This is an optimization exercise on Yosys and OpenROAD, whose aim is small area, a short achievable clock period and few clock cycles, not a production implementation.
Only the layout flow was run in this run; the RTL was not checked for function there.
Power is estimated from default activity; no workload was simulated.

==> flow/run.sh <==
#!/bin/bash
# synth_recipe.tcl (not shown) runs the flow's synth.tcl, then flattens the netlist and writes it again
# the make line also repeats each setting of config.mk as NAME=value (left out here)
make -C /OpenROAD-flow-scripts/flow DESIGN_CONFIG=/design/flow/config.mk WORK_HOME=/design/flow/orfs CLKGATE_MAP_FILE= SYNTH_SCRIPT=/design/flow/synth_recipe.tcl finish
==> flow/config.mk <==
export PLATFORM = sky130hd
export DESIGN_NAME = evt_agg_enc
export DESIGN_NICKNAME = evt_agg_enc
export VERILOG_FILES = /design/flow/design.v
export SDC_FILE = /design/flow/constraint.sdc
export NUM_CORES = 4
export LEC_CHECK = 0
export CAP_MARGIN = 20
export CORE_MARGIN = 2
export CORE_UTILIZATION = 40
export SLEW_MARGIN = 20
==> flow/constraint.sdc <==
create_clock -name core_clock -period 13.0 [get_ports {clk}]
set_input_delay 2.6000 -clock core_clock [delete_from_list [all_inputs] [get_ports {clk}]]
set_output_delay 2.6000 -clock core_clock [all_outputs]
set_load 0.01 [all_outputs]
==> flow/design.v <==
module evt_agg_enc (
    input  wire        clk,
    input  wire        rst,
    input  wire        cmd_valid,
    output wire        cmd_ready,
    input  wire [31:0] cmd,
    output reg         pkt_valid,
    output reg  [76:0] pkt
);
    localparam CAP = 64;
    localparam KW  = 12;            
    assign cmd_ready = 1'b1;
    wire is_set_mode = (cmd & 32'hFFFF_FFFC) == 32'h2000_0000;
    wire is_inject   = (cmd & 32'hFFFE_8080) == 32'h3000_0000;
    reg  [1:0] mode;                
    reg  [13:0] in_pack;
    always @(*) begin
        case (mode)
            2'd0:    in_pack = {cmd[14:8], cmd[6:0]};
            2'd1:    in_pack = {2'b00, cmd[14:9], cmd[6:1]};
            2'd2:    in_pack = {4'b0000, cmd[14:10], cmd[6:2]};
            default: in_pack = {6'b000000, cmd[14:11], cmd[6:3]};
        endcase
    end
    reg         r_inj, r_clr;
    reg  [1:0]  r_mode;
    reg  [13:0] r_pack;
    reg         r_p;
    always @(posedge clk) begin
        if (rst) begin
            mode  <= 2'd0;
            r_inj <= 1'b0;
            r_clr <= 1'b0;
        end else begin
            r_inj <= cmd_valid & is_inject;
            r_clr <= cmd_valid & is_set_mode & (cmd[1:0] != mode);
            if (cmd_valid & is_set_mode)
                mode <= cmd[1:0];
        end
        r_mode <= mode;
        r_pack <= in_pack;
        r_p    <= cmd[16];
    end
    reg  [CAP-1:0] occ;
    reg  [KW-1:0]  skey [0:CAP-1];
    reg  [CAP-1:0] sp;
    function [3:0] pop8;
        input [7:0] v;
        reg [1:0] a0, a1, a2, a3;
        reg [2:0] b0, b1;
        begin
            a0 = v[0] + v[1]; a1 = v[2] + v[3];
            a2 = v[4] + v[5]; a3 = v[6] + v[7];
            b0 = a0 + a1; b1 = a2 + a3;
            pop8 = b0 + b1;
        end
    endfunction
    reg  [CAP-1:0] match;
    integer i;
    always @(*) begin
        for (i = 0; i < CAP; i = i + 1)
            match[i] = occ[i] & (skey[i] == r_pack[KW-1:0]);
    end
    wire [CAP-1:0] match_p = match & sp;
    reg         c1_inj, c1_clr;
    reg  [1:0]  c1_mode;
    reg  [13:0] c1_pack;
    reg         c1_p;
    reg  [CAP-1:0] c1_match;
    reg  [31:0] c1_na, c1_np;       
    reg         c1_s1, c1_s2;       
    reg         c2_inj, c2_clr;
    reg  [1:0]  c2_mode;
    reg  [13:0] c2_pack;
    reg         c2_p;
    reg  [CAP-1:0] c2_match;
    reg         c2_s1, c2_s2;
    reg  [2:0]  c2_g;               
    reg  [3:0]  c2_h;               
    reg  [5:0]  c2_fa, c2_fb;
    integer g;
    always @(posedge clk) begin
        if (rst) begin
            c1_inj <= 1'b0;
            c1_clr <= 1'b0;
        end else begin
            c1_inj <= r_inj;
            c1_clr <= r_clr;
        end
        c1_mode  <= r_mode;
        c1_pack  <= r_pack;
        c1_p     <= r_p;
        c1_match <= match;
        for (g = 0; g < 8; g = g + 1) begin
            c1_na[4*g +: 4] <= pop8(match[8*g +: 8]);
            c1_np[4*g +: 4] <= pop8(match_p[8*g +: 8]);
        end
        c1_s1 <= (r_pack[KW-1:0] == c1_pack[KW-1:0]);
        c1_s2 <= (r_pack[KW-1:0] == c2_pack[KW-1:0]);
    end
    function [4:0] sum8;
        input [31:0] v;
        begin
            sum8 = ((v[3:0] + v[7:4]) + (v[11:8] + v[15:12])) +
                   ((v[19:16] + v[23:20]) + (v[27:24] + v[31:28]));
        end
    endfunction
    wire [4:0] cnt  = sum8(c1_na);
    wire [4:0] pcnt = sum8(c1_np);
    reg [2:0] g_n;
    reg [3:0] h_n;
    always @(*) begin
        case (c1_mode)
            2'd1: begin
                g_n = {1'b1, 1'b1, cnt != 5'd0};
                h_n = {1'b1, 1'b1, pcnt != 5'd0, pcnt >= 5'd2};
            end
            2'd2: begin
                g_n = {cnt >= 5'd5, cnt >= 5'd6, cnt >= 5'd7};
                h_n = {pcnt >= 5'd2, pcnt >= 5'd3, pcnt >= 5'd4, pcnt >= 5'd5};
            end
            default: begin
                g_n = {cnt >= 5'd29, cnt >= 5'd30, cnt == 5'd31};
                h_n = {pcnt >= 5'd14, pcnt >= 5'd15, pcnt >= 5'd16, pcnt >= 5'd17};
            end
        endcase
    end
    function [5:0] lowest_zero;
        input [63:0] v;
        reg [7:0] grp;
        reg [2:0] gi, bi;
        reg [7:0] sel;
        integer gg, b;
        begin
            for (gg = 0; gg < 8; gg = gg + 1)
                grp[gg] = ~&v[8*gg +: 8];
            gi = 3'd0;
            for (gg = 7; gg >= 0; gg = gg - 1)
                if (grp[gg]) gi = gg[2:0];
            sel = v[8*gi +: 8];
            bi = 3'd0;
            for (b = 7; b >= 0; b = b - 1)
                if (!sel[b]) bi = b[2:0];
            lowest_zero = {gi, bi};
        end
    endfunction
    function [63:0] rev64;
        input [63:0] v;
        integer b;
        begin
            for (b = 0; b < 64; b = b + 1)
                rev64[b] = v[63-b];
        end
    endfunction
    always @(posedge clk) begin
        if (rst) begin
            c2_inj <= 1'b0;
            c2_clr <= 1'b0;
        end else begin
            c2_inj <= c1_inj;
            c2_clr <= c1_clr;
        end
        c2_mode  <= c1_mode;
        c2_pack  <= c1_pack;
        c2_p     <= c1_p;
        c2_match <= c1_match;
        c2_s1    <= c1_s1;
        c2_s2    <= c1_s2;
        c2_g     <= g_n;
        c2_h     <= h_n;
        c2_fa    <= lowest_zero(occ);
        c2_fb    <= ~lowest_zero(rev64(occ));
    end
    reg        o1_st, o1_em, o1_clr, o1_p;
    reg  [5:0] o1_slot;
    reg        o2_st, o2_em, o2_clr, o2_p;
    reg  [5:0] o2_slot;
    wire e1 = o1_clr | (c2_s1 & o1_em);     
    wire e2 = o2_clr | (c2_s2 & o2_em);     
    wire a1 = c2_s1 & o1_st;                
    wire a2 = c2_s2 & o2_st;                
    wire b1 = a1 & o1_p;
    wire b2 = a2 & o2_p;
    reg ge;
    always @(*) begin
        if (e1)
            ge = 1'b0;
        else if (e2)
            ge = a1 & (c2_mode == 2'd1);
        else case ({a2, a1})
            2'b00:   ge = c2_g[0];
            2'b11:   ge = c2_g[2];
            default: ge = c2_g[1];
        endcase
    end
    reg op_agg;
    always @(*) begin
        if (e1)
            op_agg = 1'b0;
        else if (e2)
            op_agg = (c2_mode == 2'd1) & b1 & c2_p;
        else case ({1'b0, b2} + {1'b0, b1} + {1'b0, c2_p})
            2'd0:    op_agg = c2_h[0];
            2'd1:    op_agg = c2_h[1];
            2'd2:    op_agg = c2_h[2];
            default: op_agg = c2_h[3];
        endcase
    end
    wire full  = &occ;
    wire agg   = (c2_mode != 2'd0);
    wire act   = c2_inj & agg & ~full;
    wire emit  = act & ge;
    wire store = act & ~ge;
    wire [5:0] slot = o1_clr ? 6'd0 :
                      (o1_st && o1_slot == c2_fa) ? c2_fb : c2_fa;
    wire [CAP-1:0] slot_oh = {{(CAP-1){1'b0}}, 1'b1} << slot;
    wire [CAP-1:0] oh1 = {{(CAP-1){1'b0}}, 1'b1} << o1_slot;
    wire [CAP-1:0] oh2 = {{(CAP-1){1'b0}}, 1'b1} << o2_slot;
    wire [CAP-1:0] cmask = (c2_match & {CAP{~e2}}) |
                           (a2 ? oh2 : {CAP{1'b0}}) |
                           (a1 ? oh1 : {CAP{1'b0}});
    always @(posedge clk) begin
        if (rst) begin
            occ    <= {CAP{1'b0}};
            o1_st  <= 1'b0;
            o1_em  <= 1'b0;
            o1_clr <= 1'b0;
            o2_st  <= 1'b0;
            o2_em  <= 1'b0;
            o2_clr <= 1'b0;
        end else begin
            if (c2_clr)
                occ <= {CAP{1'b0}};
            else
                occ <= (occ & ~(emit ? cmask : {CAP{1'b0}})) |
                       (store ? slot_oh : {CAP{1'b0}});
            o1_st  <= store;
            o1_em  <= emit;
            o1_clr <= c2_clr;
            o2_st  <= o1_st;
            o2_em  <= o1_em;
            o2_clr <= o1_clr;
        end
        o1_slot <= slot;
        o1_p    <= c2_p;
        o2_slot <= o1_slot;
        o2_p    <= o1_p;
    end
    integer j;
    always @(posedge clk) begin
        for (j = 0; j < CAP; j = j + 1)
            if (!full && slot == j[5:0]) begin
                skey[j] <= c2_pack[KW-1:0];
                sp[j]   <= c2_p;
            end
    end
    function [6:0] sym;
        input [4:0] n;
        begin
            case (n)
                5'd0:  sym = 7'h11;
                5'd1:  sym = 7'h12;
                5'd2:  sym = 7'h14;
                5'd3:  sym = 7'h18;
                5'd4:  sym = 7'h21;
                5'd5:  sym = 7'h22;
                5'd6:  sym = 7'h24;
                5'd7:  sym = 7'h28;
                5'd8:  sym = 7'h41;
                5'd9:  sym = 7'h42;
                5'd10: sym = 7'h44;
                5'd11: sym = 7'h48;
                5'd12: sym = 7'h03;
                5'd13: sym = 7'h0C;
                5'd14: sym = 7'h30;
                5'd15: sym = 7'h50;
                default: sym = 7'h60;    
            endcase
        end
    endfunction
    localparam [6:0] HDR0 = 7'h11;
    localparam [6:0] HDR1 = 7'h12;
    localparam [7:0] ADDR_SRC_XOR = 8'h01 ^ 8'h02 ^ 8'h03 ^ 8'h04;
    localparam [6:0] ADDR_SYM0 = 7'h12;
    localparam [6:0] ADDR_SYM1 = 7'h14;
    localparam [6:0] ADDR_SYM2 = 7'h18;
    localparam [6:0] ADDR_SYM3 = 7'h21;
    wire op = agg ? op_agg : c2_p;
    wire [15:0] payload  = {1'b1, op, c2_pack};
    wire [7:0]  par_byte = ADDR_SRC_XOR ^ payload[7:0] ^ payload[15:8];
    wire        parity   = ~(^par_byte);
    wire [76:0] packet = {
        sym(5'd16),
        ADDR_SYM0, ADDR_SYM1, ADDR_SYM2, ADDR_SYM3,
        sym({1'b0, payload[15:12]}),
        sym({1'b0, payload[11:8]}),
        sym({1'b0, payload[7:4]}),
        sym({1'b0, payload[3:0]}),
        sym(5'd0),
        parity ? HDR1 : HDR0
    };
    always @(posedge clk) begin
        if (rst)
            pkt_valid <= 1'b0;
        else
            pkt_valid <= emit | (c2_inj & ~agg);
        pkt <= packet;
    end
endmodule
==> summary.md <==
## Status
• run status: timing/DRC/antenna clean

## Worst setup path
• flop2flop setup slack: 7.53 ns
• arrival time of the worst setup path: 6.17 ns
• worst-case reg-to-reg path depth: 15
• CP required: 13.70 ns
• category of the worst setup path launch point: flop
• crit path capture type: flop
• critical setup path kind: reg -> reg
• crit-path max FO: 26

## Floorplanning
• starting density of the core: 0.404
• number of top-level design ports: 114
• chip height: 366 um
• placeable core region: 130000 um2
• die area: 134000 um2
• # rows: 132
• overall die width: 366 um

## Timing
• relative slew slack: 0.198
• fraction of the cycle the final worst path needs: 0.421
• Final Hold Vio Count: 0
• final critical-path required period: 5.47 ns
• number of endpoints failing setup at the final stage: 0
• Setup TNS: 0 ns
• clock skew: 0.0217 ns
• number of max-slew violations in the final report: 0
• Slew @ Worst Pin: 1.19 ns
• setup repair after global routing missed its margin: no
• timing-limited maximum frequency: 183 MHz

## Layout
• final antenna diode count: 0
• share of layout cells above drive strength 1: 0.0989
• area taken by multi-input logic gates: 18100 um2
• count of fill cells added during filler insertion: 11432
• layout net count: 4330
• area grow syn2layout: 14.0%
• Seq. cell area: 32900 um2
• count of placed standard cells in the final layout, fillers left out: 5978

## Synthesis
• commonest register cell after synthesis: edfxtp_1
• EDFF count, synth: 832
• synth unique cells: 80
• Post-Syn Area: 52500 um2
• portion of synthesized cell area occupied by the leading cell type: 0.476
• proportion of synthesized flip-flops having asynchronous set or reset: 0
• Mean Syn Cell Area: 13.1 um2
• top post-synthesis cells by count: 832 x edfxtp_1, 565 x xnor2_1, 389 x dfxtp_1
• Warnings, synthesis: 2
• most frequently used cell type in the post-synthesis netlist: edfxtp_1
• Synth area leader: edfxtp_1
• synthesized instance count: 3994
• post-synthesis sequential element count: 1221
• dominant cells by area after synthesis: edfxtp_1 48%, dfxtp_1 15%, xnor2_1 9.4%
• sequential-to-total area share from yosys stat: 0.624

## Power
• maximum resistive drop on vdd: 0.0942 mV
• leakage component of the power: 20.0 nW
• cell area power density: 139 nW/um2

## Clock tree
• H-Tree Depth: 4
• number of clock sinks: 1221
• TritonCTS clock tree: yes
• post-CTS clock slew at the launch and capture registers of the worst setup and hold paths: 0.06 ns
• buffer count from post-CTS setup fixing: 0
• CTS Buffer Depth: 3
• number of buffers created by CTS: 131
• insertion delay of the later-clocked pin in the worst-skew pair: 0.77 ns
• quantity of gates resized following cts: 0
• count of hold buffers inserted by post-cts repair: 0
• CTS Root Cell: clkbuf_16

## Route
• routed wire length per instance: 27.0 um
• wire length reported by the detailed router: 161 mm
• antenna viol nets, final: 0
• number of iterations in the first detailed-routing pass: 8
• via count normalized by instance count: 5.38
• number of DRC markers in iteration 0: 3372
• DRC Markers: 0
• total via count in the routed design: 32170

## Global routing
• combined global-route utilization of all metal layers: 0.238
• wire length of the first global-routing pass: 230 mm
• gr ovfl total: 0
• initial antenna violation count: 6
• vias in the first global route: 31265
• largest net degree at the start of global routing: 69

## Hold path
• HP Class: reg -> reg
• Min-Delay Path Depth: 0

## Placed design
• Detailed Place HPWL: 108 mm
• instance count after placement with tap cells included: 5737
• port buffer count: 65
• Final Wtd Congestion: 1.02

## Run
• MaxCap Viol Count: 0

stage by stage:
stage	hold WS (ns)	setup WS, ns	total power [W]	util	cell area, um2
after floorplan	0.310	8.28	0.00448	-	52700
after global placement	0.311	7.64	0.00462	0.427	55400
after detailed placement	0.312	7.60	0.00463	0.427	55500
after CTS	0.320	7.57	0.00840	0.461	59900
after global routing	0.329	7.32	0.00857	0.461	59900
final	0.323	7.53	0.00834	0.461	59900
per-layer routing:
metal / wire length [um] / GRT usage / share of wire
met2: 74400 / 0.377 / 0.46
met1: 70200 / 0.331 / 0.44
met3: 11700 / 0.0438 / 0.073
met4: 4870 / 0.0767 / 0.030
met5: 10 / 0 / 0.000062
cells by family after synthesis:
| kind of cell | after synthesis | synth area share |
|---|---|---|
| xor gates and xnor gates | 848 | 0.141 |
| muxes | 45 | 0.0104 |
| AOI/OAI and AO/OA | 350 | 0.0427 |
| other | 2 | 0.000143 |
| buffers and inverters | 443 | 0.0357 |
| DFF | 1221 | 0.624 |
| and+or+nand+nor | 918 | 0.0903 |
| adders and majority gates | 167 | 0.0551 |
cells in the final DEF, fill, tap and decap left out, types with 60 or more instances in the layout:
cell,netlist,routed
clkbuf_16,0,138
o21ai_0,102,100
a21oi_1,112,111
nand2_1,163,163
nor2_1,183,169
edfxtp_1,832,832
nand4_1,97,97
buf_4,48,114
nor4_1,84,84
nor3_1,88,86
xnor2_1,565,565
ha_1,60,60
fa_1,107,107
clkdlybuf4s50_1,0,65
dfxtp_1,389,364
xor2_1,283,283
nand3_1,140,140
inv_1,212,212
power breakdown:
| part | total, W | switching, W | internal [W] | leakage [nW] |
|---|---|---|---|---|
| clock | 0.00380 | 0.00157 | 0.00223 | 2.14 |
| sequential | 0.00422 | 0.0000625 | 0.00416 | 10.7 |
| combinational | 0.000317 | 0.000193 | 0.000123 | 7.23 |
sequential cells by signal (all words and copies together), names as in the netlist, 2 cells and up:
signal and count:
c1_match 64, c1_np 32, skey 768, r_pack 14, o2_slot 6, c1_mode 2
c1_pack 14, c2_g 3, c2_pack 14, o1_slot 6, c2_mode 2, c2_h 4
occ 64, c2_match 64, r_mode 2, sp 64, c1_na 32, c2_fb 6
mode 2, c2_fa 6, pkt 30
cell type report:
type	count	share of cell area
clock buffer	176	0.0618
clock inverter	65	0.0112
inverter	219	0.0137
multi-input combinational	2376	0.303
sequential	1221	0.549
tap	1742	0.0364
timing repair buffer	179	0.0252
path summary, 6_finish.rpt:
path / startpoint / endpoint
hold reg to reg: c1_match[20] / c2_match[20]
hold / removal: c1_match[20] / c2_match[20]
setup / recovery: r_pack[6] / c1_np[1]
setup reg to reg: r_pack[6] / c1_np[1]
critical path, cell delays in order, from the launching register on:
cell     delay [ns]
dfxtp_4        0.71
buf_4          0.59
buf_4          0.61
xnor2_1        0.18
nand4_1        0.11
nor4_1         0.71
and2_1         0.24
fa_1           0.42
inv_1          0.09
fa_1           0.41
inv_1          0.08
fa_1           0.42
ha_1           0.21
inv_1          0.08
fa_1           0.39
inv_1          0.07

==> static timing again, ports no longer ideal <==
In the flow no input, the clock included, has a driving cell. The finished layout below was timed again as built, in two steps.
Step 1 (the two cells are an assumption about what drives the block):
set clk [get_ports {clk}]
set_driving_cell -lib_cell sky130_fd_sc_hd__clkbuf_16 $clk
set_driving_cell -lib_cell sky130_fd_sc_hd__buf_2 [delete_from_list [all_inputs] $clk]
Step 2, shift: input delay + t, output delay - t, t = (earliest + latest rising clock arrival at the registers) / 2. This alone moves slack from input paths to output paths.
a / b / c = ideal ports / drivers / drivers and shift; a / b = the first two.
t, ns: 0.832
setup WS [ns]: 7.531 / 7.531 / 7.531
hold WS [ns]: 0.323 / 0.323 / 0.323
slew at the worst register clock pin (ns): 0.07 / 0.07
cell pins on the clock port's net: 1
After both steps setup and hold are still met in this run. For this run, drivers alone change the setup slack by 0.000 ns; drivers and shift together by 0.000 ns.
